What follows belongs to an exercise in optimizing a design on an open flow for small area and a short achievable clock period; a production flow would make more cautious choices.
The RTL was checked by simulation tests, not by an equivalence proof against the original design.

==> flow/design.v <==
module acc_scale24 (
    input  wire [7:0] c,
    output reg  [2:0] level
);
    always @* begin
        if      (c == 8'd255) level = 3'd5;
        else if (c >= 8'd204) level = 3'd4;
        else if (c >= 8'd153) level = 3'd3;
        else if (c >= 8'd102) level = 3'd2;
        else if (c >= 8'd51)  level = 3'd1;
        else                  level = 3'd0;
    end
endmodule
module acc_rgb_code (
    input  wire [2:0] red,
    input  wire [2:0] green,
    input  wire [2:0] blue,
    output wire [7:0] code
);
    assign code = 8'd16 + 8'd36 * red + 8'd6 * green + blue;
endmodule
module acc_classify_cube (
    input  wire [7:0] code,
    output wire [2:0] red,
    output wire [2:0] green,
    output wire [2:0] blue
);
    wire [5:0] y = code[7:2];
    reg  [2:0] r;
    always @* begin
        if      (y >= 6'd49) r = 3'd5;
        else if (y >= 6'd40) r = 3'd4;
        else if (y >= 6'd31) r = 3'd3;
        else if (y >= 6'd22) r = 3'd2;
        else if (y >= 6'd13) r = 3'd1;
        else                 r = 3'd0;
    end
    wire [5:0] x   = y - 6'd4 - {r, 3'd0} - {3'd0, r};
    wire [5:0] rem = {x[3:0], code[1:0]};
    reg  [2:0] g, b;
    always @* begin
        if      (rem >= 6'd30) begin g = 3'd5; b = rem[2:0] - 3'd6; end
        else if (rem >= 6'd24) begin g = 3'd4; b = rem[2:0];        end
        else if (rem >= 6'd18) begin g = 3'd3; b = rem[2:0] - 3'd2; end
        else if (rem >= 6'd12) begin g = 3'd2; b = rem[2:0] - 3'd4; end
        else if (rem >= 6'd6)  begin g = 3'd1; b = rem[2:0] - 3'd6; end
        else                   begin g = 3'd0; b = rem[2:0];        end
    end
    assign red = r;
    assign green = g;
    assign blue = b;
endmodule
module acc_classify (
    input  wire [7:0]  code,
    output reg  [10:0] var_out
);
    wire [2:0] k_r, k_g, k_b;
    acc_classify_cube u_cube (.code(code), .red(k_r), .green(k_g), .blue(k_b));
    always @* begin
        if (code < 8'd8)        var_out = {2'd0, 6'd0, code[2:0]};
        else if (code < 8'd16)  var_out = {2'd1, 6'd0, code[2:0]};
        else if (code < 8'd232) var_out = {2'd2, k_r, k_g, k_b};
        else                    var_out = {2'd3, 4'd0, code[4] & code[3], ~code[3], code[2:0]};
    end
endmodule
module acc_var_encode (
    input  wire [8:0] rgb,
    output wire       range_err,
    output wire [2:0] bad_value
);
    wire rb = rgb[8] & rgb[7];
    wire gb = rgb[5] & rgb[4];
    wire bb = rgb[2] & rgb[1];
    assign range_err = rb | gb | bb;
    assign bad_value = {2'b11, rb ? rgb[6] : gb ? rgb[3] : rgb[0]};
endmodule
module acc (
    input  wire        clk,
    input  wire        rst,
    input  wire        req_valid,
    input  wire [31:0] req_word,
    output wire        rsp_valid,
    output wire [31:0] rsp_word
);
    wire [3:0] op = req_word[31:28];
    wire [7:0] r8 = req_word[23:16];
    wire [7:0] g8 = req_word[15:8];
    wire [7:0] b8 = req_word[7:0];
    reg       seq_active;
    reg       seq_sub;
    reg [7:0] seq_cur;
    wire o1 = op == 4'h1;
    wire o2 = op == 4'h2;
    wire o3 = op == 4'h3;
    wire o4 = op == 4'h4;
    wire o5 = op == 4'h5;
    wire o6 = op == 4'h6;
    wire o7 = op == 4'h7;
    wire o8 = op == 4'h8;
    wire o9 = op == 4'h9;
    wire oa = op == 4'hA;
    wire ob = op == 4'hB;
    wire oc = op == 4'hC;
    wire od = op == 4'hD;
    wire mbz_ok = req_word[27:24] == 4'd0;
    wire z_hi   = req_word[23:11] == 13'd0;
    wire z_8    = z_hi & (req_word[10:8] == 3'd0);
    wire z_3    = z_8 & (req_word[7:3] == 5'd0);
    wire z_all  = z_3 & (req_word[2:0] == 3'd0);
    wire l_c = mbz_ok;                  
    wire l_8 = mbz_ok & z_8;            
    wire l_3 = mbz_ok & z_3;            
    wire l_z = mbz_ok & z_all;          
    wire [1:0] tag = req_word[10:9];
    wire v_fmt = ~tag[1] ? (req_word[8:3] == 6'd0)
                         : (~tag[0] | (req_word[8:5] == 4'd0));
    wire l_v = mbz_ok & z_hi & v_fmt;
    wire       v_rgb_bad;
    wire [2:0] v_bad;
    acc_var_encode u_vchk (.rgb(req_word[8:0]), .range_err(v_rgb_bad), .bad_value(v_bad));
    wire v_grey_bad = req_word[4] & req_word[3];
    wire r_bad = (r8[7:3] != 5'd0) | (r8[2] & r8[1]);
    wire g_bad = (g8[7:3] != 5'd0) | (g8[2] & g8[1]);
    wire b_bad = (b8[7:3] != 5'd0) | (b8[2] & b8[1]);
    wire c_rng = r_bad | g_bad | b_bad;
    wire l_bad = (b8[7:5] != 3'd0) | (b8[4] & b8[3]);
    wire sel_ok = ~(req_word[2] & (req_word[1] | req_word[0]));
    wire legal = ((o1 | o2) & l_3) | ((o3 | o5 | o9 | ob) & l_c)
               | ((o4 | o7 | o8 | oa) & l_8) | (o6 & l_v)
               | (oc & l_3 & sel_ok) | (od & l_z);
    wire rng = ((o3 | o9) & c_rng) | ((o4 | oa) & l_bad)
             | (o6 & tag[1] & (tag[0] ? v_grey_bad : v_rgb_bad));
    wire sq_end = od & ~seq_active;
    wire st1 = ~legal | sq_end;
    wire st0 = legal & (rng | sq_end);
    wire [2:0] s_r, s_g, s_b;
    acc_scale24 u_sr (.c(r8), .level(s_r));
    acc_scale24 u_sg (.c(g8), .level(s_g));
    acc_scale24 u_sb (.c(b8), .level(s_b));
    wire use_s = (op == 4'h5) | (op == 4'hB);
    wire use_v = op == 4'h6;
    wire [2:0] ch_r = use_s ? s_r : use_v ? req_word[8:6] : r8[2:0];
    wire [2:0] ch_g = use_s ? s_g : use_v ? req_word[5:3] : g8[2:0];
    wire [2:0] ch_b = use_s ? s_b : b8[2:0];
    wire [7:0] code;
    acc_rgb_code u_code (.red(ch_r), .green(ch_g), .blue(ch_b), .code(code));
    wire [10:0] cls_var;
    acc_classify u_cls (.code(b8), .var_out(cls_var));
    wire [7:0] l_code = {3'b111, b8[4] | b8[3], ~b8[3], b8[2:0]};
    wire c_ok = ~c_rng;
    wire s_w8   = ((o1 | o2) & l_3) | (o8 & l_8) | ((o4 | oa) & l_8 & l_bad)
                | ((o3 | o9) & l_c & ~r_bad & ~g_bad & b_bad)
                | (o6 & l_v & (~tag[1] | (tag[0] & v_grey_bad)));
    wire s_b3   = (o2 & l_3) | (o6 & l_v & ~tag[1] & tag[0]);
    wire s_r8   = (o3 | o9) & l_c & r_bad;
    wire s_g8   = (o3 | o9) & l_c & ~r_bad & g_bad;
    wire s_code = (o3 & l_c & c_ok) | (o5 & l_c) | (o6 & l_v & tag[1] & ~tag[0] & ~v_rgb_bad);
    wire s_vbad = o6 & l_v & tag[1] & ~tag[0] & v_rgb_bad;
    wire s_lc   = ((o4 & l_8 & ~l_bad) | (o6 & l_v & tag[1] & tag[0] & ~v_grey_bad));
    wire s_pg   = oa & l_8 & ~l_bad;
    wire s_pack = (o9 & l_c & c_ok) | (ob & l_c);
    wire s_cls  = o7 & l_8;
    wire s_seq  = od & l_z & seq_active;
    wire [10:0] d =
          ({11{s_w8}}   & {3'd0, b8})
        | ({11{s_b3}}   & 11'd8)
        | ({11{s_r8}}   & {3'd0, r8})
        | ({11{s_g8}}   & {3'd0, g8})
        | ({11{s_code}} & {3'd0, code})
        | ({11{s_vbad}} & {8'd0, v_bad})
        | ({11{s_lc}}   & {3'd0, l_code})
        | ({11{s_pg}}   & {2'd3, 4'd0, b8[4:0]})
        | ({11{s_pack}} & {2'd2, ch_r, ch_g, ch_b})
        | ({11{s_cls}}  & cls_var)
        | ({11{s_seq}}  & {3'd0, seq_cur});
    wire accept  = req_valid & ~rst;
    wire do_strt = accept & oc & l_3 & sel_ok;
    wire do_next = accept & s_seq;
    wire sel_sub = req_word[2] | req_word[1] | req_word[0];
    reg [7:0] first;
    always @* begin
        case (req_word[2:0])
            3'd2:    first = 8'd8;
            3'd3:    first = 8'd16;
            3'd4:    first = 8'd232;
            default: first = 8'd0;
        endcase
    end
    wire at_end = (seq_cur == 8'd255)
                | (seq_sub & ((seq_cur == 8'd7) | (seq_cur == 8'd15) | (seq_cur == 8'd231)));
    always @(posedge clk) begin
        if (rst)
            seq_active <= 1'b0;
        else if (do_strt)
            seq_active <= 1'b1;
        else if (do_next & at_end)
            seq_active <= 1'b0;
    end
    always @(posedge clk) begin
        if (do_strt) begin
            seq_cur <= first;
            seq_sub <= sel_sub;
        end else if (do_next & ~at_end) begin
            seq_cur <= seq_cur + 8'd1;
        end
    end
    assign rsp_valid = accept;
    assign rsp_word  = {2'b00, st1, st0, 17'd0, d};
endmodule
export LEC_CHECK = 0
export ABC_AREA = 1
export CAP_MARGIN = 20
export CORE_MARGIN = 2
export CORE_UTILIZATION = 70
export CTS_BUF_LIST = sky130_fd_sc_hd__clkbuf_4
export SLEW_MARGIN = 20
export BUFFER_PORTS_ARGS = -buffer_cell sky130_fd_sc_hd__buf_2
create_clock -name core_clock -period 11.0 [get_ports {clk}]
standard.sh (not shown) runs the stock make flow with config.mk's settings and CLKGATE_MAP_FILE= SYNTH_SCRIPT=/design/flow/synth_recipe.tcl, a recipe that flattens the netlist after the stock synthesis.
==> flow/flow/run.sh <==
#!/bin/bash
# The standard layout with two changes: synthesis maps adders with the
# rest of the logic (no full/half-adder cell extraction), and the port
# buffers are plain buffers (sky130_fd_sc_hd__buf_2).
set -e
echo "export BUFFER_PORTS_ARGS = -buffer_cell sky130_fd_sc_hd__buf_2" >> config.mk
bash standard.sh ADDER_MAP_FILE= finish > standard.log 2>&1
==> next run, changes <==
==> flow/flow/run.sh (replaced) <==
#!/bin/bash
# The standard layout with three changes: constant outputs share one tie cell
# (no repair_tie_fanout),
# rest of the logic (no full/half-adder cell extraction), and the port
# buffers are plain buffers (sky130_fd_sc_hd__buf_2).
set -e
echo "export BUFFER_PORTS_ARGS = -buffer_cell sky130_fd_sc_hd__buf_2" >> config.mk
bash standard.sh ADDER_MAP_FILE= SKIP_REPAIR_TIE_FANOUT=1 finish > standard.log 2>&1
- SETUP_SLACK_MARGIN: default -> 4.8
With this change the flow never finished: it broke off in global routing (5_1_grt) with GRT-0116.
Synthesized cell count is unchanged.
Area after synthesis stays the same.

[static timing again, ports no longer ideal]
The flow's constraints put no driver on any port. The routed layout listed below was extracted and timed again, unchanged, in two steps. Step 1 (the two cells are an assumption about what drives the block):
set clk [get_ports {clk}]
set_driving_cell -lib_cell sky130_fd_sc_hd__clkbuf_16 $clk
set_driving_cell -lib_cell sky130_fd_sc_hd__buf_2 [delete_from_list [all_inputs] $clk]
Step 2, shift: input delay + t, output delay - t, t = (earliest + latest rising clock arrival at the registers) / 2. This alone moves slack from input paths to output paths. a / b / c = no drivers / after step 1 / after step 2; a / b = the first two.
run: the first run
t (ns): 0.274
slack for setup (ns): 4.366 / 4.347 / 4.347
latest minus earliest clock arrival (ns): 0.006 / 0.006
After both steps setup and hold are still met in the first run. The setup slack of the first run moves by -0.019 ns with the drivers and by -0.019 ns with both steps.
